From an optimization exercise on the open Yosys and OpenROAD flow, aimed at small area, a short achievable clock period and few clock cycles; shortcuts taken in it are not production practice. Where RTL was checked, it was by simulation tests only, not by an equivalence proof against the original. No activity file was given, so power comes from the tool's default toggle rates.

Design p1load_sync, start of the top module:
module p1load_sync (
    input  wire        clk,
    input  wire        rst,
    input  wire        cmd_valid,
    output wire        cmd_ready,
    input  wire [71:0] cmd_data,
    output reg         rsp_valid,
    output wire [2:0]  rsp_status,
    output wire [31:0] rsp_data,
    output wire        trst_req,
    input  wire        trst_ack,
    output wire        tx_valid,
    input  wire        tx_ready,
    output wire [7:0]  tx_data,
    output wire        tx_last,
    output wire        rx_req,
    output wire [3:0]  rx_max,
    output wire [31:0] rx_timeout,
    input  wire        rx_valid,
    input  wire [7:0]  rx_data,
    input  wire        rx_last,
    input  wire        rx_empty,
    output reg         prog_valid,
    output reg  [2:0]  prog_phase,
    output wire [31:0] prog_offset,
    output wire [31:0] prog_total,
    output wire [12:0] img_addr,
    input  wire [31:0] img_data,
    input  wire [31:0] img_len
);
For scale: about 1800 cells after synthesis, roughly 320 I/O pins, roughly 17000 um2 of cells after synthesis.
clock: 8.0 ns
lec_check: 0
cap_margin: 20
core_margin: 2
core_utilization: 45
setup_slack_margin: 5.0
slew_margin: 20
standard.sh (not shown) runs the stock make flow with config.mk's settings and CLKGATE_MAP_FILE= SYNTH_SCRIPT=/design/flow/synth_recipe.tcl, a recipe that flattens the netlist after the stock synthesis.
==> flow/flow/run.sh <==
#!/bin/bash
# The standard layout, with plain buf_2 cells as the port buffers
# (every input and output port still gets its own buffer).
set -euo pipefail
export BUFFER_PORTS_ARGS="-buffer_cell sky130_fd_sc_hd__buf_2"
bash standard.sh > orfs_flow.log 2>&1
Then changed:
--- a/flow/design.v
+++ b/flow/design.v
@@ -325,15 +325,12 @@
                                     wp   <= WP_KIND;
                                     k1   <= a[1];
                                     k0   <= a[0];
                                     a    <= 32'd400;
                                     cnt  <= 14'd0;
                                     ackn <= 2'd1;
-                                    if (szw != 14'd0) begin
-                                        prog(3'd4);
-                                    end
                                     go(nxt_free ? ST_TXS : ST_TXP);
                                 end
                             end
                             default: begin  
                                 gm    <= GM_WORD;
                                 wp    <= WP_ONE;
@@ -490,25 +487,24 @@
                 case (gm)
                     GM_HS: begin
                         cnt <= cnt + 14'd1;
                         if (hs_pat) lfsr <= lfsr_next;
                     end
                     GM_WORD: begin
+                        if (wp == WP_IMG && wi == 4'd0 && cnt[7:0] == 8'd0)
+                            prog(3'd4);
                         if (wi == 4'd10) begin
                             wi <= 4'd0;
                             if (wp == WP_KIND) wp <= WP_CNT;
                             else if (wp == WP_CNT) wp <= WP_IMG;
                         end else begin
                             wi <= wi + 4'd1;
                             if (wi == 4'd9) begin
                                 b10 <= src[31:30];
                                 if (wp == WP_IMG) begin
                                     cnt <= cnt + 14'd1;
-                                    if (cnt[7:0] == 8'hFF && cnt + 14'd1 != szw) begin
-                                        prog(3'd4);
-                                    end
                                 end
                             end
                         end
                     end
                     default: ;
                 endcase
What happened: The changed run completed with no timing, DRC or antenna violations. Worst setup slack gets better by 0.018 ns. Combinational power went down by about 8%. Routed wire length went down by 5.7%. Sequential share of layout area went up by 2.0 points. Cell count went down by 5.9%.
Testbench counts after the change, summed over its fixed seeds: cycles 50,294.
No functional check of the RTL was part of the first run of this note.

* * *

p1load_sync, a different RTL version from the one above (not shown whole).
Size: about 1800 cells after synthesis, ~300 flip-flops, roughly 17000 µm² of cells after synthesis.
Settings: LEC_CHECK=0, CAP_MARGIN=20, CORE_MARGIN=2, CORE_UTILIZATION=45, CTS_CLUSTER_DIAMETER=100, CTS_CLUSTER_SIZE=20, PLACE_DENSITY=0.8, SETUP_SLACK_MARGIN=5.0, SLEW_MARGIN=20, TNS_END_PERCENT=5; clock period 8.0 ns.
==> flow/flow/run.sh <==
#!/bin/bash
# The standard layout, with plain buf_1 cells as the port buffers
# (every input and output port still gets its own buffer).
set -euo pipefail
export BUFFER_PORTS_ARGS="-buffer_cell sky130_fd_sc_hd__buf_1"
bash standard.sh > orfs_flow.log 2>&1
Testbench counts at the start, summed over its fixed seeds: cycles 50,294.
Change:
--- a/flow/design.v
+++ b/flow/design.v
@@ -204,25 +204,24 @@
     wire ring_app = (state == ST_STORE) && !txcur[4] && (rp == txcur[3:0]);
     wire txp_go   = (state == ST_TXP) && (rp == ix) && ofree;
     always @(posedge clk) begin
         txbuf <= {ring_app ? gbyte : txbuf[7:0], txbuf[127:8]};
         rp    <= rst ? 4'd0 : rp + 4'd1;
     end
     always @(posedge clk) begin
         if (rst) begin
             state       <= ST_IDLE;
             s_idle      <= 1'b1;
             s_trst      <= 1'b0;
             s_warx      <= 1'b0;
-            cnt         <= 14'd0;
             lfsr        <= 8'h00;
             version     <= 8'h00;
             txcur       <= 5'd0;
             rxcur       <= 4'd0;
             rxlen       <= 4'd0;
             hs          <= 2'd0;
             sess        <= SESS_READY;
             last_status <= S_OK;
             rsp_valid   <= 1'b0;
             prog_valid  <= 1'b0;
             tv          <= 1'b0;
             rq          <= 1'b0;
The changed run completed without violations. Maximum frequency barely changes. Count of clock-buffer cells in the layout came out lower by 2. Wire length came out lower by 6.0%. Setup slack hardly moves. Design area came out lower by 1.4%. Cell count came out lower by 2.5%. Synthesized area came out lower by 2.4%. Clock power stays flat. Via count came out lower by 3.1%. Core utilization came out higher by 0.65 points. Total power came out lower by 33%.
Testbench counts after the change, summed over its fixed seeds: cycles 50,294.

[re-timing with driven ports]
No port has a modelled driver above. Below, the same layouts with a new extraction and two added sets of constraints. Step 1, drivers: a clkbuf_16 drives clk and a buf_2 each remaining input, both assumed. Step 2, shift: input delay + t, output delay - t, t = (earliest + latest rising clock arrival at the registers) / 2. This alone moves slack from input paths to output paths. Three values: ideal, step 1, step 2; two values: the first two.
run | t, ns | setup slack, ns | clock arrival spread, ns
the first run of note 1 | 0.596 | 4.899 / 4.848 / 4.342 | 0.020 / 0.020
the second run of note 1 | 0.589 | 4.917 / 4.860 / 4.474 | 0.020 / 0.020
the first run of note 2 | 0.577 | 4.841 / 4.789 / 4.389 | 0.030 / 0.029
the second run of note 2 | 0.569 | 4.843 / 4.792 / 4.320 | 0.032 / 0.032
After both steps every run listed still meets setup and hold. For the first run of note 1, which loses most, drivers alone change the setup slack by -0.051 ns; drivers and shift together by -0.557 ns.
